Background: an optimization exercise with open tools, aiming at small area, a short achievable clock period and few clock cycles per item. Do not read the settings as production practice.
In this exercise RTL edits were held to simulation tests only and were not proved equivalent to the original.
Power and IR drop assume default switching activity.

File: flow/design.v
module hme_refine (
    input  wire         clk,
    input  wire         rst,
    input  wire         start,
    input  wire         level,           
    input  wire [4:0]   grid_rows_m1,    
    input  wire [4:0]   grid_cols_m1,    
    output reg          busy,
    output reg          done,
    output reg          seed_req,
    output reg  [4:0]   seed_mb_row,
    output reg  [4:0]   seed_mb_col,
    input  wire [6:0]   seed_dy,
    input  wire [6:0]   seed_dx,
    output wire         ref_req,
    output reg  [10:0]  ref_y,
    output reg  [10:0]  ref_x,
    input  wire [127:0] ref_row,
    output wire         tgt_req,
    output reg  [10:0]  tgt_y,
    output wire [10:0]  tgt_x,
    input  wire [127:0] tgt_row,
    output reg          res_valid,
    output wire [4:0]   res_mb_row,
    output wire [4:0]   res_mb_col,
    output wire [7:0]   res_dy,
    output wire [7:0]   res_dx,
    output wire [19:0]  res_cost
);
    localparam S_IDLE = 3'd0;
    localparam S_SW1  = 3'd1;    
    localparam S_SW2  = 3'd2;    
    localparam S_LOAD = 3'd3;    
    localparam S_RUN  = 3'd4;    
    localparam S_FIN  = 3'd5;    
    reg [2:0] state;
    reg       idle;              
    reg       lvl1;
    reg [4:0] gr_m1, gc_m1;
    reg [4:0]  mb_r, mb_c;       
    reg [6:0]  tgt_xh;           
    reg [3:0]  cand;             
    reg [3:0]  p_cand;           
    reg        cid;              
    reg        first;            
    reg [7:0]  uy, ux;           
    reg        req;
    assign ref_req = req;
    assign tgt_req = req;
    assign tgt_x = {tgt_xh, 4'd0};
    wire last_mb_c = (mb_c == gc_m1);
    wire last_mb_r = (mb_r == gr_m1);
    wire last_mb   = last_mb_c & last_mb_r;
    wire [4:0] nx_r = last_mb_c ? mb_r + 5'd1 : mb_r;
    wire [4:0] nx_c = last_mb_c ? 5'd0 : mb_c + 5'd1;
    wire [10:0] s_size = lvl1 ? 11'd32 : 11'd64;
    wire [7:0]  s_vec  = lvl1 ? 8'd32 : 8'd64;
    wire [10:0] ty  = lvl1 ? {1'b0, mb_r, 5'd0} : {mb_r, 6'd0};
    wire [10:0] tx  = lvl1 ? {1'b0, mb_c, 5'd0} : {mb_c, 6'd0};
    wire seg_last = lvl1 ? tgt_xh[0] : (tgt_xh[1:0] == 2'b11);
    wire row_last = lvl1 ? (tgt_y[4:0] == 5'd31) : (tgt_y[5:0] == 6'd63);
    wire blk_last = seg_last & row_last;
    wire up_ok = (mb_r != 5'd0);
    wire dn_ok = !last_mb_r;
    wire lf_ok = (mb_c != 5'd0);
    wire rt_ok = !last_mb_c;
    wire uy_p = (uy == s_vec);           
    wire uy_0 = (uy == 8'd0);            
    wire uy_m = (uy == 8'd0 - s_vec);    
    wire ux_p = (ux == s_vec);
    wire ux_0 = (ux == 8'd0);
    wire ux_m = (ux == 8'd0 - s_vec);
    wire [9:1] nb_ok = {
        dn_ok & rt_ok & ~(uy_m & ux_m),
        dn_ok         & ~(uy_m & ux_0),
        dn_ok & lf_ok & ~(uy_m & ux_p),
                rt_ok & ~(uy_0 & ux_m),
                        ~(uy_0 & ux_0),
                lf_ok & ~(uy_0 & ux_p),
        up_ok & rt_ok & ~(uy_p & ux_m),
        up_ok         & ~(uy_p & ux_0),
        up_ok & lf_ok & ~(uy_p & ux_p)
    };
    reg [3:0] ncand;
    reg       nhas;
    integer   n;
    always @(*) begin
        ncand = 4'd0;
        nhas  = 1'b0;
        for (n = 9; n >= 1; n = n - 1) begin
            if (nb_ok[n] && n > cand) begin
                ncand = n[3:0];
                nhas  = 1'b1;
            end
        end
    end
    wire [1:0] na = (ncand <= 4'd3) ? 2'd0 : (ncand <= 4'd6) ? 2'd1 : 2'd2;
    wire [1:0] nb = (ncand == 4'd1 || ncand == 4'd4 || ncand == 4'd7) ? 2'd0 :
                    (ncand == 4'd2 || ncand == 4'd5 || ncand == 4'd8) ? 2'd1 : 2'd2;
    wire [10:0] n_oy = (na == 2'd0) ? ty - s_size : (na == 2'd1) ? ty : ty + s_size;
    wire [10:0] n_ox = (nb == 2'd0) ? tx - s_size : (nb == 2'd1) ? tx : tx + s_size;
    wire kill;
    reg  g_cid;
    wire ab = kill & (g_cid == cid);
    wire cand_end = blk_last | ab;
    wire [6:0] rx_back = ref_x[10:4] - (lvl1 ? 7'd1 : 7'd3);
    reg        d1_v, d1_first, d1_last, d1_fin, d1_cid;
    reg        d1_seed;
    reg        d2_v, d2_first, d2_last, d2_fin, d2_cid;
    reg        d2_seed;
    reg [8:0]  ad [0:15];        
    reg        d3_v, d3_first, d3_last, d3_fin, d3_cid;
    reg        d3_seed;
    reg [11:0] ss_a, ss_b;
    reg        g_v, g_first, g_last, g_fin;
    reg        g_seed;
    reg  [19:0] acc;
    reg         dead;
    reg  [19:0] thr;             
    reg  [7:0]  b_dy, b_dx;      
    reg  [4:0]  b_r, b_c;        
    reg         have;            
    assign res_mb_row = b_r;
    assign res_mb_col = b_c;
    assign res_dy     = b_dy;
    assign res_dx     = b_dx;
    assign res_cost   = thr;
    function [8:0] add_nb;
        input [7:0] a, b;
        reg   [7:0] g, p, g1, p1, g2, p2, g3;
        integer i;
        begin
            g = a & ~b;
            p = ~(a ^ b);
            for (i = 0; i < 8; i = i + 1) begin
                g1[i] = (i >= 1) ? g[i] | (p[i] & g[i-1]) : g[i];
                p1[i] = (i >= 1) ? p[i] & p[i-1] : p[i];
            end
            for (i = 0; i < 8; i = i + 1) begin
                g2[i] = (i >= 2) ? g1[i] | (p1[i] & g1[i-2]) : g1[i];
                p2[i] = (i >= 2) ? p1[i] & p1[i-2] : p1[i];
            end
            for (i = 0; i < 8; i = i + 1)
                g3[i] = (i >= 4) ? g2[i] | (p2[i] & g2[i-4]) : g2[i];
            add_nb = {g3[7], p ^ {g3[6:0], 1'b0}};
        end
    endfunction
    integer k;
    wire [7:0]  ax [0:15];
    wire [15:0] ac;
    genvar gi;
    generate
        for (gi = 0; gi < 16; gi = gi + 1) begin : g_abs
            assign ax[gi] = ad[gi][7:0] ^ {8{~ad[gi][8]}};
            assign ac[gi] = ad[gi][8];
        end
    endgenerate
    wire dt1, dt2, dt3, dt4, dt5, dt6, dt7, dt8, dt9, dt10, dt11, dt12, dt13, dt14, dt15, dt16, dt17, dt18, dt19, dt20, dt21, dt22, dt23, dt24, dt25, dt26, dt27, dt28, dt29, dt30, dt31, dt32, dt33, dt34, dt35, dt36, dt37, dt38, dt39, dt40, dt41, dt42, dt43, dt44, dt45, dt46, dt47, dt48, dt49, dt50, dt51, dt52, dt53, dt54, dt55, dt56, dt57, dt58, dt59, dt60, dt61, dt62, dt63, dt64, dt65, dt66, dt67, dt68, dt69, dt70, dt71, dt72, dt73, dt74, dt75, dt76, dt77, dt78, dt79, dt80, dt81, dt82, dt83, dt84, dt85, dt86, dt87, dt88, dt89, dt90, dt91, dt92, dt93, dt94, dt95, dt96, dt97, dt98, dt99, dt100, dt101, dt102, dt103, dt104, dt105, dt106, dt107, dt108, dt109, dt110, dt111, dt112, dt113, dt114, dt115, dt116, dt117, dt118, dt119, dt120, dt121, dt122, dt123, dt124, dt125, dt126, dt127, dt128, dt129, dt130, dt131, dt132, dt133, dt134, dt135, dt136, dt137, dt138, dt139, dt140, dt141, dt142, dt143, dt144, dt145, dt146, dt147, dt148, dt149, dt150, dt151, dt152, dt153, dt154, dt155, dt156, dt157, dt158, dt159, dt160, dt161, dt162, dt163, dt164, dt165, dt166, dt167, dt168, dt169, dt170, dt171, dt172, dt173, dt174, dt175, dt176, dt177, dt178, dt179, dt180, dt181, dt182, dt183, dt184, dt185, dt186, dt187, dt188, dt189, dt190, dt191, dt192, dt193, dt194, dt195, dt196, dt197, dt198, dt199, dt200, dt201, dt202, dt203, dt204, dt205, dt206, dt207, dt208, dt209, dt210, dt211, dt212, dt213, dt214, dt215, dt216, dt217, dt218, dt219, dt220, dt221, dt222, dt223, dt224, dt225, dt226, dt227, dt228, dt229, dt230, dt231, dt232, dt233, dt234, dt235, dt236, dt237, dt238, dt239, dt240, dt241, dt242, dt243, dt244, dt245, dt246, dt247, dt248, dt249, dt250, dt251, dt252, dt253, dt254, dt255, dt256, dt257, dt258, dt259, dt260, dt261, dt262, dt263, dt264, dt265, dt266, dt267, dt268, dt269, dt270, dt271, dt272;
    assign dt1 = ax[0][0] ^ ac[0] ^ ax[1][0];
    assign dt2 = (ax[0][0] & ac[0]) | (ax[0][0] & ax[1][0]) | (ac[0] & ax[1][0]);
    assign dt3 = ac[1] ^ ax[2][0] ^ ac[2];
    assign dt4 = (ac[1] & ax[2][0]) | (ac[1] & ac[2]) | (ax[2][0] & ac[2]);
    assign dt5 = dt1 ^ dt3 ^ ax[3][0];
    assign dt6 = (dt1 & dt3) | (dt1 & ax[3][0]) | (dt3 & ax[3][0]);
    assign dt7 = ac[3] ^ ax[4][0] ^ ac[4];
    assign dt8 = (ac[3] & ax[4][0]) | (ac[3] & ac[4]) | (ax[4][0] & ac[4]);
    assign dt9 = ax[5][0] ^ ac[5] ^ ax[6][0];
    assign dt10 = (ax[5][0] & ac[5]) | (ax[5][0] & ax[6][0]) | (ac[5] & ax[6][0]);
    assign dt11 = ac[6] ^ ax[7][0] ^ ac[7];
    assign dt12 = (ac[6] & ax[7][0]) | (ac[6] & ac[7]) | (ax[7][0] & ac[7]);
    assign dt13 = ax[8][0] ^ ac[8];
    assign dt14 = ax[8][0] & ac[8];
    assign dt15 = dt2 ^ dt4 ^ ax[0][1];
    assign dt16 = (dt2 & dt4) | (dt2 & ax[0][1]) | (dt4 & ax[0][1]);
    assign dt17 = ax[1][1] ^ ax[2][1] ^ ax[3][1];
    assign dt18 = (ax[1][1] & ax[2][1]) | (ax[1][1] & ax[3][1]) | (ax[2][1] & ax[3][1]);
    assign dt19 = dt5 ^ dt7 ^ dt9;
    assign dt20 = (dt5 & dt7) | (dt5 & dt9) | (dt7 & dt9);
    assign dt21 = dt11 ^ dt13 ^ ax[9][0];
    assign dt22 = (dt11 & dt13) | (dt11 & ax[9][0]) | (dt13 & ax[9][0]);
    assign dt23 = ac[9] ^ ax[10][0] ^ ac[10];
    assign dt24 = (ac[9] & ax[10][0]) | (ac[9] & ac[10]) | (ax[10][0] & ac[10]);
    assign dt25 = dt6 ^ dt8 ^ dt10;
    assign dt26 = (dt6 & dt8) | (dt6 & dt10) | (dt8 & dt10);
    assign dt27 = dt12 ^ dt14 ^ dt15;
    assign dt28 = (dt12 & dt14) | (dt12 & dt15) | (dt14 & dt15);
    assign dt29 = dt17 ^ ax[4][1] ^ ax[5][1];
    assign dt30 = (dt17 & ax[4][1]) | (dt17 & ax[5][1]) | (ax[4][1] & ax[5][1]);
    assign dt31 = ax[6][1] ^ ax[7][1] ^ ax[8][1];
    assign dt32 = (ax[6][1] & ax[7][1]) | (ax[6][1] & ax[8][1]) | (ax[7][1] & ax[8][1]);
    assign dt33 = ax[9][1] ^ ax[10][1];
    assign dt34 = ax[9][1] & ax[10][1];
    assign dt35 = dt16 ^ dt18 ^ ax[0][2];
    assign dt36 = (dt16 & dt18) | (dt16 & ax[0][2]) | (dt18 & ax[0][2]);
    assign dt37 = ax[1][2] ^ ax[2][2] ^ ax[3][2];
    assign dt38 = (ax[1][2] & ax[2][2]) | (ax[1][2] & ax[3][2]) | (ax[2][2] & ax[3][2]);
    assign dt39 = ax[4][2] ^ ax[5][2] ^ ax[6][2];
    assign dt40 = (ax[4][2] & ax[5][2]) | (ax[4][2] & ax[6][2]) | (ax[5][2] & ax[6][2]);
    assign dt41 = ax[7][2] ^ ax[8][2] ^ ax[9][2];
    assign dt42 = (ax[7][2] & ax[8][2]) | (ax[7][2] & ax[9][2]) | (ax[8][2] & ax[9][2]);
    assign dt43 = ax[10][2] ^ ax[11][2] ^ ax[12][2];
    assign dt44 = (ax[10][2] & ax[11][2]) | (ax[10][2] & ax[12][2]) | (ax[11][2] & ax[12][2]);
    assign dt45 = ax[0][3] ^ ax[1][3] ^ ax[2][3];
    assign dt46 = (ax[0][3] & ax[1][3]) | (ax[0][3] & ax[2][3]) | (ax[1][3] & ax[2][3]);
    assign dt47 = ax[3][3] ^ ax[4][3] ^ ax[5][3];
    assign dt48 = (ax[3][3] & ax[4][3]) | (ax[3][3] & ax[5][3]) | (ax[4][3] & ax[5][3]);
    assign dt49 = ax[6][3] ^ ax[7][3] ^ ax[8][3];
    assign dt50 = (ax[6][3] & ax[7][3]) | (ax[6][3] & ax[8][3]) | (ax[7][3] & ax[8][3]);
    assign dt51 = ax[9][3] ^ ax[10][3] ^ ax[11][3];
    assign dt52 = (ax[9][3] & ax[10][3]) | (ax[9][3] & ax[11][3]) | (ax[10][3] & ax[11][3]);
    assign dt53 = ax[0][4] ^ ax[1][4] ^ ax[2][4];
    assign dt54 = (ax[0][4] & ax[1][4]) | (ax[0][4] & ax[2][4]) | (ax[1][4] & ax[2][4]);
    assign dt55 = ax[3][4] ^ ax[4][4] ^ ax[5][4];
    assign dt56 = (ax[3][4] & ax[4][4]) | (ax[3][4] & ax[5][4]) | (ax[4][4] & ax[5][4]);
    assign dt57 = ax[6][4] ^ ax[7][4] ^ ax[8][4];
    assign dt58 = (ax[6][4] & ax[7][4]) | (ax[6][4] & ax[8][4]) | (ax[7][4] & ax[8][4]);
    assign dt59 = ax[9][4] ^ ax[10][4];
    assign dt60 = ax[9][4] & ax[10][4];
    assign dt61 = ax[0][5] ^ ax[1][5] ^ ax[2][5];
    assign dt62 = (ax[0][5] & ax[1][5]) | (ax[0][5] & ax[2][5]) | (ax[1][5] & ax[2][5]);
    assign dt63 = ax[3][5] ^ ax[4][5] ^ ax[5][5];
    assign dt64 = (ax[3][5] & ax[4][5]) | (ax[3][5] & ax[5][5]) | (ax[4][5] & ax[5][5]);
    assign dt65 = ax[6][5] ^ ax[7][5] ^ ax[8][5];
    assign dt66 = (ax[6][5] & ax[7][5]) | (ax[6][5] & ax[8][5]) | (ax[7][5] & ax[8][5]);
    assign dt67 = ax[9][5] ^ ax[10][5];
    assign dt68 = ax[9][5] & ax[10][5];
    assign dt69 = ax[0][6] ^ ax[1][6] ^ ax[2][6];
    assign dt70 = (ax[0][6] & ax[1][6]) | (ax[0][6] & ax[2][6]) | (ax[1][6] & ax[2][6]);
    assign dt71 = ax[3][6] ^ ax[4][6] ^ ax[5][6];
    assign dt72 = (ax[3][6] & ax[4][6]) | (ax[3][6] & ax[5][6]) | (ax[4][6] & ax[5][6]);
    assign dt73 = ax[6][6] ^ ax[7][6] ^ ax[8][6];
    assign dt74 = (ax[6][6] & ax[7][6]) | (ax[6][6] & ax[8][6]) | (ax[7][6] & ax[8][6]);
    assign dt75 = ax[9][6] ^ ax[10][6];
    assign dt76 = ax[9][6] & ax[10][6];
    assign dt77 = ax[0][7] ^ ax[1][7] ^ ax[2][7];
    assign dt78 = (ax[0][7] & ax[1][7]) | (ax[0][7] & ax[2][7]) | (ax[1][7] & ax[2][7]);
    assign dt79 = ax[3][7] ^ ax[4][7] ^ ax[5][7];
    assign dt80 = (ax[3][7] & ax[4][7]) | (ax[3][7] & ax[5][7]) | (ax[4][7] & ax[5][7]);
    assign dt81 = ax[6][7] ^ ax[7][7] ^ ax[8][7];
    assign dt82 = (ax[6][7] & ax[7][7]) | (ax[6][7] & ax[8][7]) | (ax[7][7] & ax[8][7]);
    assign dt83 = ax[9][7] ^ ax[10][7];
    assign dt84 = ax[9][7] & ax[10][7];
    assign dt85 = dt19 ^ dt21 ^ dt23;
    assign dt86 = (dt19 & dt21) | (dt19 & dt23) | (dt21 & dt23);
    assign dt87 = ax[11][0] ^ ac[11] ^ ax[12][0];
    assign dt88 = (ax[11][0] & ac[11]) | (ax[11][0] & ax[12][0]) | (ac[11] & ax[12][0]);
    assign dt89 = dt20 ^ dt22 ^ dt24;
    assign dt90 = (dt20 & dt22) | (dt20 & dt24) | (dt22 & dt24);
    assign dt91 = dt25 ^ dt27 ^ dt29;
    assign dt92 = (dt25 & dt27) | (dt25 & dt29) | (dt27 & dt29);
    assign dt93 = dt31 ^ dt33 ^ ax[11][1];
    assign dt94 = (dt31 & dt33) | (dt31 & ax[11][1]) | (dt33 & ax[11][1]);
    assign dt95 = dt26 ^ dt28 ^ dt30;
    assign dt96 = (dt26 & dt28) | (dt26 & dt30) | (dt28 & dt30);
    assign dt97 = dt32 ^ dt34 ^ dt35;
    assign dt98 = (dt32 & dt34) | (dt32 & dt35) | (dt34 & dt35);
    assign dt99 = dt37 ^ dt39 ^ dt41;
    assign dt100 = (dt37 & dt39) | (dt37 & dt41) | (dt39 & dt41);
    assign dt101 = dt43 ^ ax[13][2];
    assign dt102 = dt43 & ax[13][2];
    assign dt103 = dt36 ^ dt38 ^ dt40;
    assign dt104 = (dt36 & dt38) | (dt36 & dt40) | (dt38 & dt40);
    assign dt105 = dt42 ^ dt44 ^ dt45;
    assign dt106 = (dt42 & dt44) | (dt42 & dt45) | (dt44 & dt45);
    assign dt107 = dt47 ^ dt49 ^ dt51;
    assign dt108 = (dt47 & dt49) | (dt47 & dt51) | (dt49 & dt51);
    assign dt109 = ax[12][3] ^ ax[13][3] ^ ax[14][3];
    assign dt110 = (ax[12][3] & ax[13][3]) | (ax[12][3] & ax[14][3]) | (ax[13][3] & ax[14][3]);
    assign dt111 = dt46 ^ dt48 ^ dt50;
    assign dt112 = (dt46 & dt48) | (dt46 & dt50) | (dt48 & dt50);
    assign dt113 = dt52 ^ dt53 ^ dt55;
    assign dt114 = (dt52 & dt53) | (dt52 & dt55) | (dt53 & dt55);
    assign dt115 = dt57 ^ dt59 ^ ax[11][4];
    assign dt116 = (dt57 & dt59) | (dt57 & ax[11][4]) | (dt59 & ax[11][4]);
    assign dt117 = ax[12][4] ^ ax[13][4] ^ ax[14][4];
    assign dt118 = (ax[12][4] & ax[13][4]) | (ax[12][4] & ax[14][4]) | (ax[13][4] & ax[14][4]);
    assign dt119 = dt54 ^ dt56 ^ dt58;
    assign dt120 = (dt54 & dt56) | (dt54 & dt58) | (dt56 & dt58);
    assign dt121 = dt60 ^ dt61 ^ dt63;
    assign dt122 = (dt60 & dt61) | (dt60 & dt63) | (dt61 & dt63);
    assign dt123 = dt65 ^ dt67 ^ ax[11][5];
    assign dt124 = (dt65 & dt67) | (dt65 & ax[11][5]) | (dt67 & ax[11][5]);
    assign dt125 = ax[12][5] ^ ax[13][5] ^ ax[14][5];
    assign dt126 = (ax[12][5] & ax[13][5]) | (ax[12][5] & ax[14][5]) | (ax[13][5] & ax[14][5]);
    assign dt127 = dt62 ^ dt64 ^ dt66;
    assign dt128 = (dt62 & dt64) | (dt62 & dt66) | (dt64 & dt66);
    assign dt129 = dt68 ^ dt69 ^ dt71;
    assign dt130 = (dt68 & dt69) | (dt68 & dt71) | (dt69 & dt71);
    assign dt131 = dt73 ^ dt75 ^ ax[11][6];
    assign dt132 = (dt73 & dt75) | (dt73 & ax[11][6]) | (dt75 & ax[11][6]);
    assign dt133 = ax[12][6] ^ ax[13][6] ^ ax[14][6];
    assign dt134 = (ax[12][6] & ax[13][6]) | (ax[12][6] & ax[14][6]) | (ax[13][6] & ax[14][6]);
    assign dt135 = dt70 ^ dt72 ^ dt74;
    assign dt136 = (dt70 & dt72) | (dt70 & dt74) | (dt72 & dt74);
    assign dt137 = dt76 ^ dt77 ^ dt79;
    assign dt138 = (dt76 & dt77) | (dt76 & dt79) | (dt77 & dt79);
    assign dt139 = dt81 ^ dt83 ^ ax[11][7];
    assign dt140 = (dt81 & dt83) | (dt81 & ax[11][7]) | (dt83 & ax[11][7]);
    assign dt141 = ax[12][7] ^ ax[13][7] ^ ax[14][7];
    assign dt142 = (ax[12][7] & ax[13][7]) | (ax[12][7] & ax[14][7]) | (ax[13][7] & ax[14][7]);
    assign dt143 = dt85 ^ dt87 ^ ac[12];
    assign dt144 = (dt85 & dt87) | (dt85 & ac[12]) | (dt87 & ac[12]);
    assign dt145 = ax[13][0] ^ ac[13];
    assign dt146 = ax[13][0] & ac[13];
    assign dt147 = dt86 ^ dt88 ^ dt89;
    assign dt148 = (dt86 & dt88) | (dt86 & dt89) | (dt88 & dt89);
    assign dt149 = dt91 ^ dt93 ^ ax[12][1];
    assign dt150 = (dt91 & dt93) | (dt91 & ax[12][1]) | (dt93 & ax[12][1]);
    assign dt151 = ax[13][1] ^ ax[14][1];
    assign dt152 = ax[13][1] & ax[14][1];
    assign dt153 = dt90 ^ dt92 ^ dt94;
    assign dt154 = (dt90 & dt92) | (dt90 & dt94) | (dt92 & dt94);
    assign dt155 = dt95 ^ dt97 ^ dt99;
    assign dt156 = (dt95 & dt97) | (dt95 & dt99) | (dt97 & dt99);
    assign dt157 = dt101 ^ ax[14][2] ^ ax[15][2];
    assign dt158 = (dt101 & ax[14][2]) | (dt101 & ax[15][2]) | (ax[14][2] & ax[15][2]);
    assign dt159 = dt96 ^ dt98 ^ dt100;
    assign dt160 = (dt96 & dt98) | (dt96 & dt100) | (dt98 & dt100);
    assign dt161 = dt102 ^ dt103 ^ dt105;
    assign dt162 = (dt102 & dt103) | (dt102 & dt105) | (dt103 & dt105);
    assign dt163 = dt107 ^ dt109 ^ ax[15][3];
    assign dt164 = (dt107 & dt109) | (dt107 & ax[15][3]) | (dt109 & ax[15][3]);
    assign dt165 = dt104 ^ dt106 ^ dt108;
    assign dt166 = (dt104 & dt106) | (dt104 & dt108) | (dt106 & dt108);
    assign dt167 = dt110 ^ dt111 ^ dt113;
    assign dt168 = (dt110 & dt111) | (dt110 & dt113) | (dt111 & dt113);
    assign dt169 = dt115 ^ dt117 ^ ax[15][4];
    assign dt170 = (dt115 & dt117) | (dt115 & ax[15][4]) | (dt117 & ax[15][4]);
    assign dt171 = dt112 ^ dt114 ^ dt116;
    assign dt172 = (dt112 & dt114) | (dt112 & dt116) | (dt114 & dt116);
    assign dt173 = dt118 ^ dt119 ^ dt121;
    assign dt174 = (dt118 & dt119) | (dt118 & dt121) | (dt119 & dt121);
    assign dt175 = dt123 ^ dt125 ^ ax[15][5];
    assign dt176 = (dt123 & dt125) | (dt123 & ax[15][5]) | (dt125 & ax[15][5]);
    assign dt177 = dt120 ^ dt122 ^ dt124;
    assign dt178 = (dt120 & dt122) | (dt120 & dt124) | (dt122 & dt124);
    assign dt179 = dt126 ^ dt127 ^ dt129;
    assign dt180 = (dt126 & dt127) | (dt126 & dt129) | (dt127 & dt129);
    assign dt181 = dt131 ^ dt133 ^ ax[15][6];
    assign dt182 = (dt131 & dt133) | (dt131 & ax[15][6]) | (dt133 & ax[15][6]);
    assign dt183 = dt128 ^ dt130 ^ dt132;
    assign dt184 = (dt128 & dt130) | (dt128 & dt132) | (dt130 & dt132);
    assign dt185 = dt134 ^ dt135 ^ dt137;
    assign dt186 = (dt134 & dt135) | (dt134 & dt137) | (dt135 & dt137);
    assign dt187 = dt139 ^ dt141 ^ ax[15][7];
    assign dt188 = (dt139 & dt141) | (dt139 & ax[15][7]) | (dt141 & ax[15][7]);
    assign dt189 = dt136 ^ dt138 ^ dt140;
    assign dt190 = (dt136 & dt138) | (dt136 & dt140) | (dt138 & dt140);
    assign dt191 = dt142 ^ dt78 ^ dt80;
    assign dt192 = (dt142 & dt78) | (dt142 & dt80) | (dt78 & dt80);
    assign dt193 = dt82 ^ dt84;
    assign dt194 = dt82 & dt84;
    assign dt195 = dt143 ^ dt145 ^ ax[14][0];
    assign dt196 = (dt143 & dt145) | (dt143 & ax[14][0]) | (dt145 & ax[14][0]);
    assign dt197 = dt144 ^ dt146 ^ dt147;
    assign dt198 = (dt144 & dt146) | (dt144 & dt147) | (dt146 & dt147);
    assign dt199 = dt149 ^ dt151;
    assign dt200 = dt149 & dt151;
    assign dt201 = dt148 ^ dt150 ^ dt152;
    assign dt202 = (dt148 & dt150) | (dt148 & dt152) | (dt150 & dt152);
    assign dt203 = dt153 ^ dt155 ^ dt157;
    assign dt204 = (dt153 & dt155) | (dt153 & dt157) | (dt155 & dt157);
    assign dt205 = dt154 ^ dt156 ^ dt158;
    assign dt206 = (dt154 & dt156) | (dt154 & dt158) | (dt156 & dt158);
    assign dt207 = dt159 ^ dt161 ^ dt163;
    assign dt208 = (dt159 & dt161) | (dt159 & dt163) | (dt161 & dt163);
    assign dt209 = dt160 ^ dt162 ^ dt164;
    assign dt210 = (dt160 & dt162) | (dt160 & dt164) | (dt162 & dt164);
    assign dt211 = dt165 ^ dt167 ^ dt169;
    assign dt212 = (dt165 & dt167) | (dt165 & dt169) | (dt167 & dt169);
    assign dt213 = dt166 ^ dt168 ^ dt170;
    assign dt214 = (dt166 & dt168) | (dt166 & dt170) | (dt168 & dt170);
    assign dt215 = dt171 ^ dt173 ^ dt175;
    assign dt216 = (dt171 & dt173) | (dt171 & dt175) | (dt173 & dt175);
    assign dt217 = dt172 ^ dt174 ^ dt176;
    assign dt218 = (dt172 & dt174) | (dt172 & dt176) | (dt174 & dt176);
    assign dt219 = dt177 ^ dt179 ^ dt181;
    assign dt220 = (dt177 & dt179) | (dt177 & dt181) | (dt179 & dt181);
    assign dt221 = dt178 ^ dt180 ^ dt182;
    assign dt222 = (dt178 & dt180) | (dt178 & dt182) | (dt180 & dt182);
    assign dt223 = dt183 ^ dt185 ^ dt187;
    assign dt224 = (dt183 & dt185) | (dt183 & dt187) | (dt185 & dt187);
    assign dt225 = dt184 ^ dt186 ^ dt188;
    assign dt226 = (dt184 & dt186) | (dt184 & dt188) | (dt186 & dt188);
    assign dt227 = dt189 ^ dt191 ^ dt193;
    assign dt228 = (dt189 & dt191) | (dt189 & dt193) | (dt191 & dt193);
    assign dt229 = dt190 ^ dt192;
    assign dt230 = dt190 & dt192;
    assign dt231 = dt195 ^ ac[14];
    assign dt232 = dt195 & ac[14];
    assign dt233 = dt196 ^ dt197 ^ dt199;
    assign dt234 = (dt196 & dt197) | (dt196 & dt199) | (dt197 & dt199);
    assign dt235 = dt198 ^ dt200 ^ dt201;
    assign dt236 = (dt198 & dt200) | (dt198 & dt201) | (dt200 & dt201);
    assign dt237 = dt202 ^ dt204 ^ dt205;
    assign dt238 = (dt202 & dt204) | (dt202 & dt205) | (dt204 & dt205);
    assign dt239 = dt206 ^ dt208 ^ dt209;
    assign dt240 = (dt206 & dt208) | (dt206 & dt209) | (dt208 & dt209);
    assign dt241 = dt210 ^ dt212 ^ dt213;
    assign dt242 = (dt210 & dt212) | (dt210 & dt213) | (dt212 & dt213);
    assign dt243 = dt214 ^ dt216 ^ dt217;
    assign dt244 = (dt214 & dt216) | (dt214 & dt217) | (dt216 & dt217);
    assign dt245 = dt218 ^ dt220 ^ dt221;
    assign dt246 = (dt218 & dt220) | (dt218 & dt221) | (dt220 & dt221);
    assign dt247 = dt222 ^ dt224 ^ dt225;
    assign dt248 = (dt222 & dt224) | (dt222 & dt225) | (dt224 & dt225);
    assign dt249 = dt226 ^ dt228 ^ dt229;
    assign dt250 = (dt226 & dt228) | (dt226 & dt229) | (dt228 & dt229);
    assign dt251 = dt231 ^ ax[15][0];
    assign dt252 = dt231 & ax[15][0];
    assign dt253 = dt232 ^ dt233 ^ ax[15][1];
    assign dt254 = (dt232 & dt233) | (dt232 & ax[15][1]) | (dt233 & ax[15][1]);
    assign dt255 = dt234 ^ dt235 ^ dt203;
    assign dt256 = (dt234 & dt235) | (dt234 & dt203) | (dt235 & dt203);
    assign dt257 = dt236 ^ dt237 ^ dt207;
    assign dt258 = (dt236 & dt237) | (dt236 & dt207) | (dt237 & dt207);
    assign dt259 = dt238 ^ dt239 ^ dt211;
    assign dt260 = (dt238 & dt239) | (dt238 & dt211) | (dt239 & dt211);
    assign dt261 = dt240 ^ dt241 ^ dt215;
    assign dt262 = (dt240 & dt241) | (dt240 & dt215) | (dt241 & dt215);
    assign dt263 = dt242 ^ dt243 ^ dt219;
    assign dt264 = (dt242 & dt243) | (dt242 & dt219) | (dt243 & dt219);
    assign dt265 = dt244 ^ dt245 ^ dt223;
    assign dt266 = (dt244 & dt245) | (dt244 & dt223) | (dt245 & dt223);
    assign dt267 = dt246 ^ dt247 ^ dt227;
    assign dt268 = (dt246 & dt247) | (dt246 & dt227) | (dt247 & dt227);
    assign dt269 = dt248 ^ dt249 ^ dt194;
    assign dt270 = (dt248 & dt249) | (dt248 & dt194) | (dt249 & dt194);
    assign dt271 = dt250 ^ dt230;
    assign dt272 = dt250 & dt230;
    wire [11:0] t_a = {dt272, dt270, dt268, dt266, dt264, dt262, dt260, dt258, dt256, dt254, dt252, dt251};
    wire [11:0] t_b = {1'b0, dt271, dt269, dt267, dt265, dt263, dt261, dt259, dt257, dt255, dt253, ac[15]};
    wire        live    = g_v & (g_first | ~dead);
    wire        is_seed = g_seed;
    wire [3:0]  g_cand  = (g_cid == cid) ? cand : p_cand;
    assign      kill    = live & ~is_seed & (acc >= thr);
    wire        fin_ok  = live & ~kill & g_last;
    wire [1:0]  fa = (g_cand <= 4'd3) ? 2'd0 : (g_cand <= 4'd6) ? 2'd1 : 2'd2;
    wire [1:0]  fb = (g_cand == 4'd1 || g_cand == 4'd4 || g_cand == 4'd7) ? 2'd0 :
                     (g_cand == 4'd2 || g_cand == 4'd5 || g_cand == 4'd8) ? 2'd1 : 2'd2;
    wire [7:0]  f_vy = (fa == 2'd0) ? s_vec : (fa == 2'd1) ? 8'd0 : 8'd0 - s_vec;
    wire [7:0]  f_vx = (fb == 2'd0) ? s_vec : (fb == 2'd1) ? 8'd0 : 8'd0 - s_vec;
    always @(posedge clk) begin
        for (k = 0; k < 16; k = k + 1)
            ad[k] <= add_nb(ref_row[8*k +: 8], tgt_row[8*k +: 8]);
        ss_a <= t_a;
        ss_b <= t_b;
        acc  <= (d3_first ? 20'd0 : acc) + {8'd0, ss_a} + {8'd0, ss_b};
        {g_first, g_last, g_cid, g_seed} <= {d3_first, d3_last, d3_cid, d3_seed};
        {d2_first, d2_last, d2_cid, d2_seed} <= {d1_first, d1_last, d1_cid, d1_seed};
        {d3_first, d3_last, d3_cid, d3_seed} <= {d2_first, d2_last, d2_cid, d2_seed};
        d1_first  <= first;
        d1_last   <= blk_last;
        d1_cid    <= cid;
        d1_seed   <= (cand == 4'd0);
        if (fin_ok) begin
            thr <= acc;
            if (is_seed) begin
                b_dy <= uy;
                b_dx <= ux;
                b_r  <= mb_r;
                b_c  <= mb_c;
            end else begin
                b_dy <= f_vy;
                b_dx <= f_vx;
            end
        end
        if (kill)
            dead <= 1'b1;
        else if (g_v & g_first)
            dead <= 1'b0;
        if (idle) begin
            lvl1  <= level;
            gr_m1 <= grid_rows_m1;
            gc_m1 <= grid_cols_m1;
            mb_r  <= 5'd0;
            mb_c  <= 5'd0;
            seed_mb_row <= 5'd0;
            seed_mb_col <= 5'd0;
        end
        if (state == S_SW2 || (state == S_RUN && cand_end && !nhas && !last_mb)) begin
            uy <= {seed_dy, 1'b0};
            ux <= {seed_dx, 1'b0};
        end
        if (state == S_LOAD) begin
            ref_y  <= ty - {{3{uy[7]}}, uy};
            ref_x  <= tx - {{3{ux[7]}}, ux};
            tgt_y  <= ty;
            tgt_xh <= tx[10:4];
            cand   <= 4'd0;
            p_cand <= cand;
            cid    <= ~cid;
            first  <= 1'b1;
        end else if (state == S_RUN) begin
            first <= 1'b0;
            if (!nhas) begin
                seed_mb_row <= nx_r;
                seed_mb_col <= nx_c;
            end
            if (!cand_end) begin
                if (seg_last) begin
                    ref_x  <= {rx_back, ref_x[3:0]};
                    ref_y  <= ref_y + 11'd1;
                    tgt_y  <= tgt_y + 11'd1;
                    tgt_xh <= tx[10:4];
                end else begin
                    ref_x  <= ref_x + 11'd16;
                    tgt_xh <= tgt_xh + 7'd1;
                end
            end else if (nhas) begin
                ref_y  <= n_oy;
                ref_x  <= n_ox;
                tgt_y  <= ty;
                tgt_xh <= tx[10:4];
                cand   <= ncand;
                p_cand <= cand;
                cid    <= ~cid;
                first  <= 1'b1;
            end else if (!last_mb) begin
                mb_r <= nx_r;
                mb_c <= nx_c;
            end
        end
    end
    always @(posedge clk) begin
        if (rst) begin
            state     <= S_IDLE;
            busy      <= 1'b0;
            idle      <= 1'b1;
            done      <= 1'b0;
            req       <= 1'b0;
            seed_req  <= 1'b0;
            d1_v <= 1'b0; d2_v <= 1'b0; d3_v <= 1'b0;
            d1_fin <= 1'b0; d2_fin <= 1'b0; d3_fin <= 1'b0;
            g_v <= 1'b0; g_fin <= 1'b0;
            res_valid <= 1'b0;
            have      <= 1'b0;
        end else begin
            d1_v   <= req;
            d1_fin <= (state == S_FIN);
            {d2_v, d2_fin} <= {d1_v, d1_fin};
            {d3_v, d3_fin} <= {d2_v, d2_fin};
            {g_v, g_fin}   <= {d3_v, d3_fin};
            case (state)
                S_IDLE: begin
                    if (start && idle) begin
                        busy     <= 1'b1;
                        idle     <= 1'b0;
                        seed_req <= 1'b1;
                        state    <= S_SW1;
                    end
                end
                S_SW1: begin
                    seed_req <= 1'b0;
                    state    <= S_SW2;
                end
                S_SW2: state <= S_LOAD;
                S_LOAD: begin
                    req   <= 1'b1;
                    state <= S_RUN;
                end
                S_RUN: begin
                    seed_req <= !nhas && !last_mb;
                    if (cand_end && !nhas) begin
                        req      <= 1'b0;
                        seed_req <= 1'b0;
                        state    <= last_mb ? S_FIN : S_LOAD;
                    end
                end
                S_FIN: state <= S_IDLE;
                default: state <= S_IDLE;
            endcase
            res_valid <= 1'b0;
            done      <= 1'b0;
            if (fin_ok & is_seed)
                have <= 1'b1;
            if (g_v & g_first & is_seed & have)
                res_valid <= 1'b1;
            if (g_fin) begin
                res_valid <= have;
                have      <= 1'b0;
                done      <= 1'b1;
                busy      <= 1'b0;
                idle      <= 1'b1;
            end
        end
    end
endmodule
File: flow/flow/run.sh
#!/bin/bash
# The standard layout, with plain buf_1 cells as the port buffers and larger
# clock-tree sink clusters without dummy loads.
set -euo pipefail
bash standard.sh "BUFFER_PORTS_ARGS=-buffer_cell sky130_fd_sc_hd__buf_1" \
  "CTS_ARGS=-sink_clustering_enable -repair_clock_nets -dont_use_dummy_load -sink_clustering_size 30 -sink_clustering_max_diameter 150" \
  finish > make_finish.log 2>&1
File: flow/standard.sh
#!/bin/bash
# synth_recipe.tcl (not shown) runs the flow's synth.tcl, then flattens the netlist and writes it again
# the make line also repeats each setting of config.mk as NAME=value (left out here)
make -C /OpenROAD-flow-scripts/flow DESIGN_CONFIG=/design/flow/config.mk WORK_HOME=/design/flow/orfs CLKGATE_MAP_FILE= SYNTH_SCRIPT=/design/flow/synth_recipe.tcl "${@:-finish}"
File: flow/config.mk
export PLATFORM = sky130hd
export DESIGN_NAME = hme_refine
export DESIGN_NICKNAME = hme_refine
export VERILOG_FILES = /design/flow/design.v
export SDC_FILE = /design/flow/constraint.sdc
export NUM_CORES = 4
export LEC_CHECK = 0
export CAP_MARGIN = 20
export CORE_MARGIN = 2
export CORE_UTILIZATION = 45
export PLACE_DENSITY = 0.65
export SLEW_MARGIN = 20
File: flow/constraint.sdc
create_clock -name core_clock -period 24.0 [get_ports {clk}]
set_input_delay 4.8000 -clock core_clock [delete_from_list [all_inputs] [get_ports {clk}]]
set_output_delay 4.8000 -clock core_clock [all_outputs]
set_load 0.01 [all_outputs]
==> run notes, run 1 <==
clock tree root buffer cell clkbuf_16; final sum of negative setup slack 0 ns; Critical path buffers and inverters 2; number of warnings reported in the yosys synthesis log 2; area leader, netlist dfxtp_1; critical path class input pin to flop; count of routing violations after the opening detailed-route iteration 808; unrepaired setup endpoints after global routing no; Inserted Clock Buffers 15; Max Cap Viol 0; via-per-instance ratio 4.96; number of global-route vias before repair around 16000; number of vias in the routed layout around 16000; wire length of the first global-routing pass around 90 mm; area used by multi-input combinational logic 12800 um2; Post-synth EDFFs 113; Crit. End Element flop; delay of the slowest cell on the worst path about 0.50 ns; source-to-sink clock delay at the later pin of the worst-skew pair 0.54 ns; clock-pin slew reported for the worst setup and hold paths after clock tree synthesis 0.12 ns; final weighted congestion in routability-driven placement 0.937; Die Width about 230 um; critical path arrival 6.69 ns; synthesized netlist cell count 2212; Area growth, synth to finish 10.9%; total overflow reported by the global router 0; required time reported for the critical path endpoint 24.43 ns; Initial DRT Pass Iterations 5; Lkg Pwr 0.0112 uW; kind of cell adding the most delay to the critical path adder cells; antenna viol nets, final 0; final number of setup-violating endpoints 0; final worst clock skew 0.0331 ns; register area share after synthesis 0.367; Critical-path top delay cell fa_1; status timing/DRC/antenna clean; final hold slack between 0.3 and 0.4 ns; count of buffers added by post-CTS timing repair for setup 0; TritonCTS clock tree built; FF+latch count, synth 360; die outline area 52400 um2; max-slew headroom at the worst pin 0.291; DP HPWL 48.4 mm; pwr/cell area between 100 and 150 nW/um2; layout cells sized above 1 0.0199; # rows between 80 and 90; fraction of post-synthesis cell area in the top cell type by area 0.217; Port Buffer Count around 380; Sequential Area 8340 um2; Post-route DRC 0; top flip-flop cell by instance count after synthesis dfxtp_1; post-cts repair resize count 0; wirelength, routed 57.4 mm; clock period minus worst slack 6.27 ns; mean area per synthesized cell 10.3 um2; I/O pin cnt 390; Total Routing Usage GR 0.218; post-synthesis instance area between 20000 and 25000 um2; area inside the core boundary ~50000 um2; largest net degree at the start of global routing 36; final setup margin 17.73 ns; Synth async-reset ratio 0; number of nets in the final layout 3196; maximum vdd drop 143 uV; final cycle utilization of the critical path 0.261; most common cell after layout, fill and taps aside buf_1; Worst setup SP type input pin; biggest area contributors in the synthesized netlist dfxtp_1, edfxtp_1, fa_1; number of antenna violations at the first check in global routing 1; number of sinks handled by clock tree synthesis 360; slew at the pin with the worst max-slew slack between 1 and 1.5 ns; f_max 160 MHz; Initial Util 0.454; height of the die 229 um; worst slack at placement 17.20 ns; sequence of cells on the critical path buf_1, inv_1, ha_1, fa_1, a21oi_1, nor2_1, nor2_1, o21bai_1, a21oi_1, nor2b_1, o21ai_0, nand2b_1; number of fill cells in the layout 4681; most frequent cells in the layout buf_1, inv_1, dfxtp_1; classification of the worst-slack hold path flop to flop; peak fanout along the critical path 2; Routed WL per cell 17.8 um; number of H-tree levels 1; count of unique library cells instantiated by Yosys 82; Bufs on Longest Clock Path 3; final hold violation count 0; CTS hold repair buffers 0; Max Slew Vio Count 0
worst reg2reg max path, stage by stage, from the launching register on:
cell     delay [ns]
dfxtp_1        0.71
xnor2_1        0.21
xnor2_1        0.19
fa_1           0.54
fa_1           0.55
inv_1          0.06
fa_1           0.45
fa_1           0.61
inv_1          0.07
fa_1           0.47
inv_1          0.05
fa_1           0.50
inv_1          0.06
fa_1           0.43
cells by family after synthesis:
logic type / count (synthesis) / share of synthesized area
other: 1 / 0.000165
XOR/XNOR: 312 / 0.120
AND/OR/NAND/NOR: 378 / 0.0874
adder cells (fa/ha/maj): 349 / 0.239
flip-flops: 360 / 0.367
buffers and inverters: 414 / 0.0697
multiplexers: 25 / 0.0117
AO/OA/AOI/OAI: 373 / 0.105
cell usage after synthesis (3+ instances only):
library cell    n
a2111o_1        3
a211oi_1        7
a21boi_0        4
a21o_1         34
a21oi_1       141
a22oi_1         4
a31oi_1        11
and2_1         15
and3_1         16
and4_1          3
buf_4           8
clkbuf_1       52
dfxtp_1       247
edfxtp_1      113
fa_1          143
ha_1          206
inv_1         351
mux2_2          6
mux2i_1        16
nand2_1        67
nand2b_1       28
nand3_1        28
nand3b_1       15
nand4_1         8
nor2_1         96
nor2b_1        40
nor3_1         24
nor3b_1         7
nor4b_1         6
o21a_1          3
o21ai_0        53
o21ai_1         5
o21bai_1       58
o22ai_1         5
o2bb2ai_1       3
o31ai_1        11
or2_2           4
or3_1           7
xnor2_1       180
xor2_1        132
path summary, 6_finish.rpt:
path                     from                end  slack [ns]  cells after the start
max              tgt_row[104]  ad[13][8]$_DFF_P_       17.73                     12
min           d2_last$_DFF_P_    d3_last$_DFF_P_        0.33                      0
max reg2reg  ad[1][8]$_DFF_P_    ss_b[1]$_DFF_P_       18.98                     13
min reg2reg   d2_last$_DFF_P_    d3_last$_DFF_P_        0.33                      0
per-stage QoR:
stage	instance area (um2)	std cells	util	total power, uW
final	25200	3234	0.504	3330
after global routing	25200	3233	0.504	3780
after CTS	25200	3233	0.504	3390
after detailed placement	24800	3218	0.496	3090
after global placement	24800	3218	0.496	3010
after floorplan	22800	2218	-	2440
routing by layer:
| layer | share of wire | GRT usage |
|---|---|---|
| met3 | 0.044 | 0.0191 |
| met5 | 0 | 0 |
| met1 | 0.47 | 0.309 |
| met4 | 0.014 | 0.0390 |
| met2 | 0.47 | 0.369 |
power by group:
part / internal (uW) / switching [uW] / total [uW]
clock: 114 / 187 / 301
sequential: 800 / 75.3 / 875
combinational: 938 / 1220 / 2160
total: 1850 / 1480 / 3330
cell type report:
type	instances	share of cell area
inverters	351	0.0522
multi-input cells	1444	0.509
diodes	1	0.0000992
well taps	672	0.0333
flip-flops and latches	360	0.331
repair buffers	391	0.0595
clock buffers	15	0.0149
registers in the layout, summed over array words and instances, names as in the netlist, 7 cells and up:
name    count
b_dx        7
tgt_xh      7
ad        144
ss_a       12
thr        20
tgt_y      11
ss_b       11
acc        20
ref_x      10
ux          7
b_dy        7
uy          7
ref_y      11
Testbench counts, summed over its fixed seeds: cycles 162,841, mbs 337.
==> inputs of run 2 (changes only) <==
--- a/flow/config.mk
+++ b/flow/config.mk
@@ -9,4 +9,4 @@
 export CORE_MARGIN = 2
-export CORE_UTILIZATION = 45
-export PLACE_DENSITY = 0.65
+export CORE_UTILIZATION = 25
+export PLACE_DENSITY = 0.5
 export SLEW_MARGIN = 20
==> run 2 against run 1 <==
Maximum frequency up 1.6%. First-iteration DRC count down 32%. Critical path type unchanged. Clock-buffer cell count up 1. Final cell count grew 16%. Synthesized cell count unchanged. Total power shrank 1.3%.
==> run notes, run 2 <==
I/O pin cnt 390; critical path arrival 6.59 ns; final weighted congestion in routability-driven placement 0.883; fraction of post-synthesis cell area in the top cell type by area 0.217; count of unique library cells instantiated by Yosys 82; max-slew headroom at the worst pin 0.344; Total Routing Usage GR 0.132; synthesized netlist cell count 2212; Lkg Pwr 0.0112 uW; peak fanout along the critical path 2; GR met3 Demand/Resource 0.0211; Area growth, synth to finish 13.9%; slew at the pin with the worst max-slew slack 0.983 ns; Crit. End Element flop; number of warnings reported in the yosys synthesis log 2; pwr/cell area 127 nW/um2; register area share after synthesis 0.367; DP HPWL around 53 mm; mean area per synthesized cell 10.3 um2; maximum vdd drop 144 uV; biggest area contributors in the synthesized netlist dfxtp_1, edfxtp_1, fa_1; via-per-instance ratio just over 4; Initial DRT Pass Iterations 5; Routed WL per cell 16.6 um; critical path class input pin to flop; Worst setup SP type input pin; final cycle utilization of the critical path 0.257; flip-flop count of the largest register, all copies and words added ~140; leading post-synthesis cells by instance count inv_1, dfxtp_1, ha_1, xnor2_1, fa_1; height of the die 306 um; layout cells sized above 1 0.0215; clock period minus worst slack 6.16 ns; Post-synth EDFFs about 110; Inserted Clock Buffers 16; summed area of non-filler cells in the final layout 25900 um2; number of sinks handled by clock tree synthesis 360; number of vias in the routed layout around 16000; status timing/DRC/antenna clean; number of antenna violations at the first check in global routing 13; Critical-path top delay cell fa_1; total overflow reported by the global router 0; area inside the core boundary roughly 90000 um2; required time reported for the critical path endpoint 24.42 ns; clock-pin slew reported for the worst setup and hold paths after clock tree synthesis 0.11 ns; antenna viol nets, final 0; Post-Route Utilization 0.287; source-to-sink clock delay at the later pin of the worst-skew pair 0.55 ns; number of H-tree levels 1; most used standard cell by instance count after synthesis inv_1; area leader, netlist dfxtp_1; number of nets in the final layout ~3200; wirelength, routed a little over 60 mm; final worst clock skew 0.0493 ns; count of routing violations after the opening detailed-route iteration 546; final sum of negative setup slack 0 ns; Global Route met2 Usage 0.238; number of global-route vias before repair 16000; area after detailed placement 25500 um2; # rows 110; worst slack at placement 17.24 ns; register with the most flip-flops ad; layer with the highest usage after global routing met2; Port Buffer Count 382; final setup margin 17.84 ns; Max Slew Vio Count 0; Die Width 306 um; most common cell after layout, fill and taps aside buf_1; f_max 162 MHz; FF+latch count, synth 360; largest registers in the final layout ad: 144 flops, acc: 20 flops, thr: 20 flops; most frequent cells in the layout buf_1, inv_1, dfxtp_1; delay of the slowest cell on the worst path 0.41 ns; post-synthesis instance area 22700 um2; die outline area 93400 um2; Synth async-reset ratio 0; TritonCTS clock tree built; sequence of cells on the critical path buf_1, inv_1, ha_1, fa_1, a21oi_1, nor2_1, nor2_1, o21bai_1, a21oi_1, nor2b_1, o21ai_0, nand2b_1; post-cts repair resize count 0; CTS hold repair buffers 0; largest net degree at the start of global routing 36; count of buffers added by post-CTS timing repair for setup 0; Bufs on Longest Clock Path 3; top flip-flop cell by instance count after synthesis dfxtp_1; wire length of the first global-routing pass 94.5 mm; classification of the worst-slack hold path flop to flop; final hold violation count 0; Post-route DRC 0; Max Cap Viol 0; GR Layer Usage met1 0.166; final number of setup-violating endpoints 0; unrepaired setup endpoints after global routing no; clock tree root buffer cell clkbuf_16; Initial Util 0.252
run 2: cells by family after synthesis:
kind of cell | Yosys count | share of synthesized area
adders and majority gates | 349 | 0.239
xor gates and xnor gates | 312 | 0.120
buffers and inverters | 414 | 0.0697
DFF | 360 | 0.367
and+or+nand+nor | 378 | 0.0874
AOI/OAI and AO/OA | 373 | 0.105
muxes | 25 | 0.0117
other | 1 | 0.000165
run 2: layout make-up:
type                    instances  area, um2
fillers                      9566      64300
multi-input cells            1444      12900
flip-flops and latches        360       8340
repair buffers                392       1510
well taps                    1176       1470
inverters                     351       1320
clock buffers                  16        400
diodes                          2       5.00
run 2: power breakdown:
| part | leakage [uW] | total (uW) | switching (uW) | internal (uW) |
|---|---|---|---|---|
| clock network | 0.000197 | 315 | 193 | 121 |
| logic | 0.00785 | 2110 | 1190 | 911 |
| registers | 0.00313 | 869 | 68.7 | 800 |
run 2: per-layer routing:
layer	vias up	share of wire
li1	7940	-
met1	7156	0.44
met2	364	0.49
met3	55	0.048
met4	14	0.015
met5	-	0.0017
run 2: critical path: cells and delay by family:
family,cells,cell delay [ns]
compound gates,4,0.68
buf+inv,2,0.15
fa+ha+maj,2,0.62
simple gates,4,0.35
run 2: final timing paths:
check                    from               end  slack [ns]  cells past startpoint
min reg2reg    d3_cid$_DFF_P_     g_cid$_DFF_P_        0.34                      0
max reg2reg  ad[1][8]$_DFF_P_   ss_b[1]$_DFF_P_       19.00                     13
max               tgt_row[24]  ad[3][8]$_DFF_P_       17.84                     12
min            d3_cid$_DFF_P_     g_cid$_DFF_P_        0.34                      0
run 2: stage by stage:
step,hold WS (ns),cells,power (uW)
floorplan,0.310,2218,2440
finish,0.341,3741,3290
detailed placement,0.314,3723,3070
CTS,0.343,3739,3390
global route,0.347,3739,3780
global placement,0.311,3723,3030
==> inputs of run 3 (changes only) <==
==> flow/flow/run.sh (replaced) <==
#!/bin/bash
# The standard layout, with plain buf_1 cells as the port buffers and larger
# clock-tree sink clusters without dummy loads.
set -euo pipefail
bash standard.sh "BUFFER_PORTS_ARGS=-buffer_cell sky130_fd_sc_hd__buf_1" \
  "CTS_ARGS=-sink_clustering_enable -repair_clock_nets -dont_use_dummy_load -sink_clustering_size 20 -sink_clustering_max_diameter 100" \
  finish > make_finish.log 2>&1
==> run 3 against run 2 <==
Combinational power about the same. Clock power grew 24%. Clock skew rose by 0.0035 ns. Maximum frequency grew 0.30%. Clock-buffer cell count grew 9. Critical path type unchanged. Critical endpoint unchanged.
==> run notes, run 3 <==
status timing/DRC/antenna clean; count of buffers added by post-CTS timing repair for setup 0; register with the most flip-flops ad; clock-pin slew reported for the worst setup and hold paths after clock tree synthesis ~0.090 ns; # rows 110; Synth async-reset ratio 0; final weighted congestion in routability-driven placement slightly below 0.9; Post-synth EDFFs 113; biggest area contributors in the synthesized netlist dfxtp_1, edfxtp_1, fa_1; f_max 163 MHz; count of unique library cells instantiated by Yosys 82; Max Slew Vio Count 0; number of nets in the final layout 3207; share of synthesized cell area in and, or, nand and nor gates 0.0874; critical path arrival 6.60 ns; number of global-route vias before repair approximately 16000; largest net degree at the start of global routing 36; flip-flop count of the largest register, all copies and words added 144; wirelength, routed 62.6 mm; peak fanout along the critical path 2; Die Width 306 um; leading post-synthesis cells by instance count inv_1, dfxtp_1, ha_1, xnor2_1, fa_1; Post-Route Utilization 0.290; Total Routing Usage GR 0.132; Bufs on Longest Clock Path 3; adder and majority cell fraction of the synthesized area 0.239; required time reported for the critical path endpoint ~24 ns; unrepaired setup endpoints after global routing no; final hold violation count 0; Lkg Pwr 0.0113 uW; maximum vdd drop 146 uV; number of H-tree levels 1; number of vias in the routed layout 15600; DP HPWL 53.2 mm; Initial DRT Pass Iterations 5; synthesized-area fraction occupied by xor and xnor cells 0.120; Inserted Clock Buffers 25; Critical-path top delay cell fa_1; number of antenna violations at the first check in global routing 13; Worst setup SP type input pin; total overflow reported by the global router 0; most frequent cells in the layout buf_1, inv_1, dfxtp_1; fraction of post-synthesis cell area in the top cell type by area 0.217; TritonCTS clock tree built; clock period minus worst slack 6.15 ns; most common cell after layout, fill and taps aside buf_1; CTS hold repair buffers 0; critical path class input pin to flop; number of sinks handled by clock tree synthesis 360; Sequential Area about 8300 um2; antenna viol nets, final 0; clock tree root buffer cell clkbuf_16; source-to-sink clock delay at the later pin of the worst-skew pair 0.58 ns; top flip-flop cell by instance count after synthesis dfxtp_1; Max Cap Viol 0; delay of the slowest cell on the worst path about 0.41 ns; final number of setup-violating endpoints 0; max-slew headroom at the worst pin 0.333; via-per-instance ratio just over 4; final hold slack between 0.3 and 0.4 ns; final sum of negative setup slack 0 ns; count of routing violations after the opening detailed-route iteration 520; proportion of synthesized area in mux cells 0.0117; Initial Util 0.252; wire length of the first global-routing pass 95.0 mm; Crit. End Element flop; number of warnings reported in the yosys synthesis log 2; most used standard cell by instance count after synthesis inv_1; Routed WL per cell 16.7 um; area leader, netlist dfxtp_1; height of the die 306 um; number of fill cells in the layout 9551; synthesized netlist cell count about 2200; register area share after synthesis 0.367; mean area per synthesized cell about 10 um2; Port Buffer Count roughly 380; final cycle utilization of the critical path 0.256; layout cells sized above 1 0.0249; Area growth, synth to finish 14.8%; count of placed standard cells in the final layout, fillers left out 3750; die outline area 93400 um2; sequence of cells on the critical path buf_1, inv_1, ha_1, fa_1, a21oi_1, nor2_1, nor2_1, o21bai_1, a21oi_1, nor2b_1, o21ai_0, nand2b_1; dominant combinational cell family by area after synthesis adder cells; placed cell count around 3700; area inside the core boundary 90100 um2; I/O pin cnt 390; FF+latch count, synth 360; largest registers in the final layout ad: 144 flops, acc: 20 flops, thr: 20 flops; kind of cell adding the most delay to the critical path compound AO/OA/AOI/OAI gates; pwr/cell area 129 nW/um2; area used by multi-input combinational logic 12900 um2; Post-route DRC 0; post-synthesis instance area 22700 um2; post-cts repair resize count 0; classification of the worst-slack hold path flop to flop; Critical path buffers and inverters 2; synthesized-area fraction occupied by ao, oa, aoi and oai cells 0.105; slew at the pin with the worst max-slew slack 0.999 ns; final worst clock skew 0.0528 ns
[run 3: worst paths after layout]
path | start | to | slack (ns) | cells after the start
min reg2reg | d2_cid$_DFF_P_ | d3_cid$_DFF_P_ | 0.31 | 0
max | tgt_row[24] | ad[3][8]$_DFF_P_ | 17.85 | 12
max reg2reg | ad[1][8]$_DFF_P_ | ss_b[1]$_DFF_P_ | 19.00 | 13
min | d2_cid$_DFF_P_ | d3_cid$_DFF_P_ | 0.31 | 0
[run 3: logic make-up after synthesis]
group | after synthesis
xor+xnor | 312
fa+ha+maj | 349
compound gates | 373
other cells | 1
mux | 25
simple gates | 378
buf+inv | 414
flops | 360
[run 3: layout make-up]
class                   count  area share
clock buffers              25      0.0240
diodes                      2    0.000192
repair buffers            392      0.0578
multi-input cells        1444       0.492
well taps                1176      0.0563
flip-flops and latches    360       0.319
inverters                 351      0.0504
[run 3: worst register-to-register path: cells and delay by family (launching register included)]
| family | cells | cell delay [ns] |
|---|---|---|
| buf+inv | 4 | 0.22 |
| fa+ha+maj | 7 | 3.52 |
| flops | 1 | 0.70 |
| xor+xnor | 2 | 0.45 |
[run 3: routing by layer]
layer / part of all wire / GRT usage
met5: 0.0015 / 0
met4: 0.019 / 0.0247
met3: 0.051 / 0.0218
met2: 0.49 / 0.238
met1: 0.44 / 0.166
[run 3: where the power goes]
group	total, uW	switching (uW)	internal, uW
combinational	2110	1200	914
clock	392	208	184
sequential	869	68.7	800
[run 3: stage by stage]
stage	cell area (um2)	setup slack (ns)	power, uW
finish	26100	17.85	3370
global route	26100	17.66	3860
CTS	26100	17.86	3470
detailed placement	25500	17.24	3070
global placement	25500	17.24	3030
floorplan	22800	17.64	2440
==> inputs of run 4 (changes only) <==
==> flow/flow/run.sh (replaced) <==
#!/bin/bash
# The standard layout, with plain buf_1 cells as the port buffers and larger
# clock-tree sink clusters without dummy loads.
set -euo pipefail
bash standard.sh "BUFFER_PORTS_ARGS=-buffer_cell sky130_fd_sc_hd__buf_1" \
  "CTS_ARGS=-sink_clustering_enable -repair_clock_nets -dont_use_dummy_load -sink_clustering_size 24 -sink_clustering_max_diameter 120" \
  finish > make_finish.log 2>&1
==> run 4 against run 3 <==
Sequential power about the same. Flip-flop and latch count unchanged. Sequential share of layout area up 0.12 points. Routed wire length down 0.18%. Global-route usage about the same. Synthesized cell count unchanged. Register-to-register slack better by 0.04 ns. Critical path type unchanged. Largest cell class unchanged.
==> run notes, run 4 <==
status timing/DRC/antenna clean; Bufs on Longest Clock Path 3; classification of the worst-slack hold path flop to flop; count of unique library cells instantiated by Yosys 82; slew at the pin with the worst max-slew slack 0.998 ns; number of nets in the final layout 3203; Critical path buffers and inverters 2; Post-route DRC 0; Max Cap Viol 0; leading post-synthesis cells by instance count inv_1, dfxtp_1, ha_1, xnor2_1, fa_1; post-synthesis instance area 22700 um2; delay of the slowest cell on the worst path 0.41 ns; clock period minus worst slack 6.14 ns; critical path arrival 6.59 ns; Initial DRT Pass Iterations 4; height of the die approximately 310 um; synthesized netlist cell count between 2000 and 2500; DP HPWL 53.2 mm; critical path class input pin to flop; logic depth of the worst setup path including buffers 12; Max Slew Vio Count 0; unrepaired setup endpoints after global routing no; register with the most flip-flops ad; sequence of cells on the critical path buf_1, inv_1, ha_1, fa_1, a21oi_1, nor2_1, nor2_1, o21bai_1, a21oi_1, nor2b_1, o21ai_0, nand2b_1; clock tree root buffer cell clkbuf_16; CTS hold repair buffers 0; register area share after synthesis 0.367; total overflow reported by the global router 0; Lkg Pwr approximately 0.011 uW; summed area of non-filler cells in the final layout 26000 um2; final hold violation count 0; area leader, netlist dfxtp_1; pwr/cell area about 130 nW/um2; final weighted congestion in routability-driven placement 0.883; area after detailed placement 25500 um2; layer with the highest usage after global routing met2; biggest area contributors in the synthesized netlist dfxtp_1, edfxtp_1, fa_1; count of cells along the worst register-to-register path 13; mean area per synthesized cell 10.3 um2; number of global-route vias before repair between 15000 and 20000; flip-flop count of the largest register, all copies and words added 144; f_max 163 MHz; post-cts repair resize count 0; Initial Util 0.252; final cycle utilization of the critical path 0.256; layout cells sized above 1 0.0234; Worst setup SP type input pin; number of fill cells in the layout 9558; number of antenna violations at the first check in global routing 13; Die Width 306 um; via-per-instance ratio about 4.2; peak fanout along the critical path 2; Total Routing Usage GR 0.132; Crit. End Element flop; GR met3 Demand/Resource 0.0225; count of buffers added by post-CTS timing repair for setup 0; wire length of the first global-routing pass about 95 mm; antenna viol nets, final 0; kind of cell adding the most delay to the critical path compound AO/OA/AOI/OAI gates; Critical-path top delay cell fa_1; top flip-flop cell by instance count after synthesis dfxtp_1; most common cell after layout, fill and taps aside buf_1; final number of setup-violating endpoints 0; count of routing violations after the opening detailed-route iteration 536; Routed WL per cell about 17 um; number of H-tree levels 1; FF+latch count, synth 360; Global Route met2 Usage 0.238; largest registers in the final layout ad: 144 flops, acc: 20 flops, thr: 20 flops; # rows 110; fraction of post-synthesis cell area in the top cell type by area 0.217; Post-Route Utilization 0.289; most frequent cells in the layout buf_1, inv_1, dfxtp_1; Synth async-reset ratio 0; largest net degree at the start of global routing 36; number of vias in the routed layout ~16000; wirelength, routed 62.5 mm; clock-pin slew reported for the worst setup and hold paths after clock tree synthesis 0.10 ns; GR Layer Usage met1 0.166; number of warnings reported in the yosys synthesis log 2; final worst clock skew 0.0550 ns; Port Buffer Count 382; depth of the worst hold-timing path 0; I/O pin cnt 390; required time reported for the critical path endpoint 24.45 ns; total power about 3300 uW; most used standard cell by instance count after synthesis inv_1; Area growth, synth to finish 14.4%; TritonCTS clock tree built; source-to-sink clock delay at the later pin of the worst-skew pair 0.57 ns; Post-synth EDFFs 113; die outline area 93400 um2; maximum vdd drop 146 uV; number of sinks handled by clock tree synthesis 360; max-slew headroom at the worst pin 0.334; Inserted Clock Buffers 21; final sum of negative setup slack 0 ns; area inside the core boundary between 90000 and 100000 um2
-- run 4: layout make-up --
class / instances / area, um2 / share of cell area
Clock buffer: 21 / 526 / 0.0202
Antenna cell: 2 / 5.00 / 0.000192
Multi-Input combinational cell: 1444 / 12900 / 0.494
Inverter: 351 / 1320 / 0.0506
Timing Repair Buffer: 392 / 1510 / 0.0580
Sequential cell: 360 / 8340 / 0.320
Tap cell: 1176 / 1470 / 0.0566
-- run 4: path summary, 6_finish.rpt --
check | to | start | slack [ns]
max | ad[3][8]$_DFF_P_ | tgt_row[24] | 17.86
min | g_last$_DFF_P_ | d3_last$_DFF_P_ | 0.34
max reg2reg | ss_b[1]$_DFF_P_ | ad[1][8]$_DFF_P_ | 19.04
min reg2reg | g_last$_DFF_P_ | d3_last$_DFF_P_ | 0.34
-- run 4: worst register-to-register path, delay by kind of cell, from the launching register on --
family / cells / cell delay, ns
adder cells (fa/ha/maj): 7 / 3.52
flip-flops: 1 / 0.69
XOR/XNOR: 2 / 0.45
buffers and inverters: 4 / 0.22
-- run 4: cell families (layout without fill, tap and decap cells) --
kind of cell	after synthesis	after routing	share of synthesized area
DFF	360	360	0.367
adders and majority gates	349	349	0.239
buffers and inverters	414	764	0.0697
other	1	9	0.000165
and+or+nand+nor	378	378	0.0874
xor gates and xnor gates	312	312	0.120
muxes	25	25	0.0117
AOI/OAI and AO/OA	373	373	0.105
-- run 4: per-stage QoR --
stage / setup slack, ns / instances / hold WS [ns]
2_1_floorplan: 17.64 / 2218 / 0.310
3_3_place_gp: 17.24 / 3723 / 0.311
3_5_place_dp: 17.24 / 3723 / 0.314
4_1_cts: 17.86 / 3744 / 0.339
5_1_grt: 17.66 / 3744 / 0.344
6_report: 17.86 / 3746 / 0.336
-- run 4: per-layer routing --
metal / vias to the layer above / share of wire
li1: 7950 / -
met2: 395 / 0.49
met3: 68 / 0.053
met1: 7152 / 0.44
met4: 14 / 0.017
met5: - / 0.0015
-- run 4: power by group --
part	internal [uW]	leakage (uW)	switching, uW	total [uW]
clock network	156	0.000259	203	359
registers	800	0.00313	68.7	869
logic	914	0.00785	1200	2110

==> static timing again, ports no longer ideal <==
The flow's constraints put no driver on any port. The routed layouts listed below were extracted and timed again, unchanged, in two steps. Step 1 (the two cells are an assumption about what drives the block):
set clk [get_ports {clk}]
set_driving_cell -lib_cell sky130_fd_sc_hd__clkbuf_16 $clk
set_driving_cell -lib_cell sky130_fd_sc_hd__buf_2 [delete_from_list [all_inputs] $clk]
Step 2 adds t to the input delays and takes it off the output delays; t is the mean of the earliest and latest rising clock arrival at the registers after step 1. Input paths then give back, and output paths get back, about the clock's delay inside the block. Slacks: no drivers / after step 1 / after step 2; pairs: no drivers / after step 1.
run	shift t [ns]	slack for setup (ns)	hold slack, ns	worst setup path at the end	cell pins on the clock port's net
run 1	0.581	17.734 / 17.767 / 17.186	0.327 / 0.327 / 0.327	input to register	1
run 2	0.585	17.836 / 17.854 / 17.283	0.341 / 0.341 / 0.341	input to register	1
run 3	0.607	17.854 / 17.885 / 17.278	0.308 / 0.308 / 0.308	input to register	1
run 4	0.595	17.859 / 17.872 / 17.297	0.336 / 0.336 / 0.336	input to register	1
After both steps setup and hold are still met in every run listed. The setup slack of run 3, which loses most, moves by +0.031 ns with the drivers and by -0.576 ns with both steps.
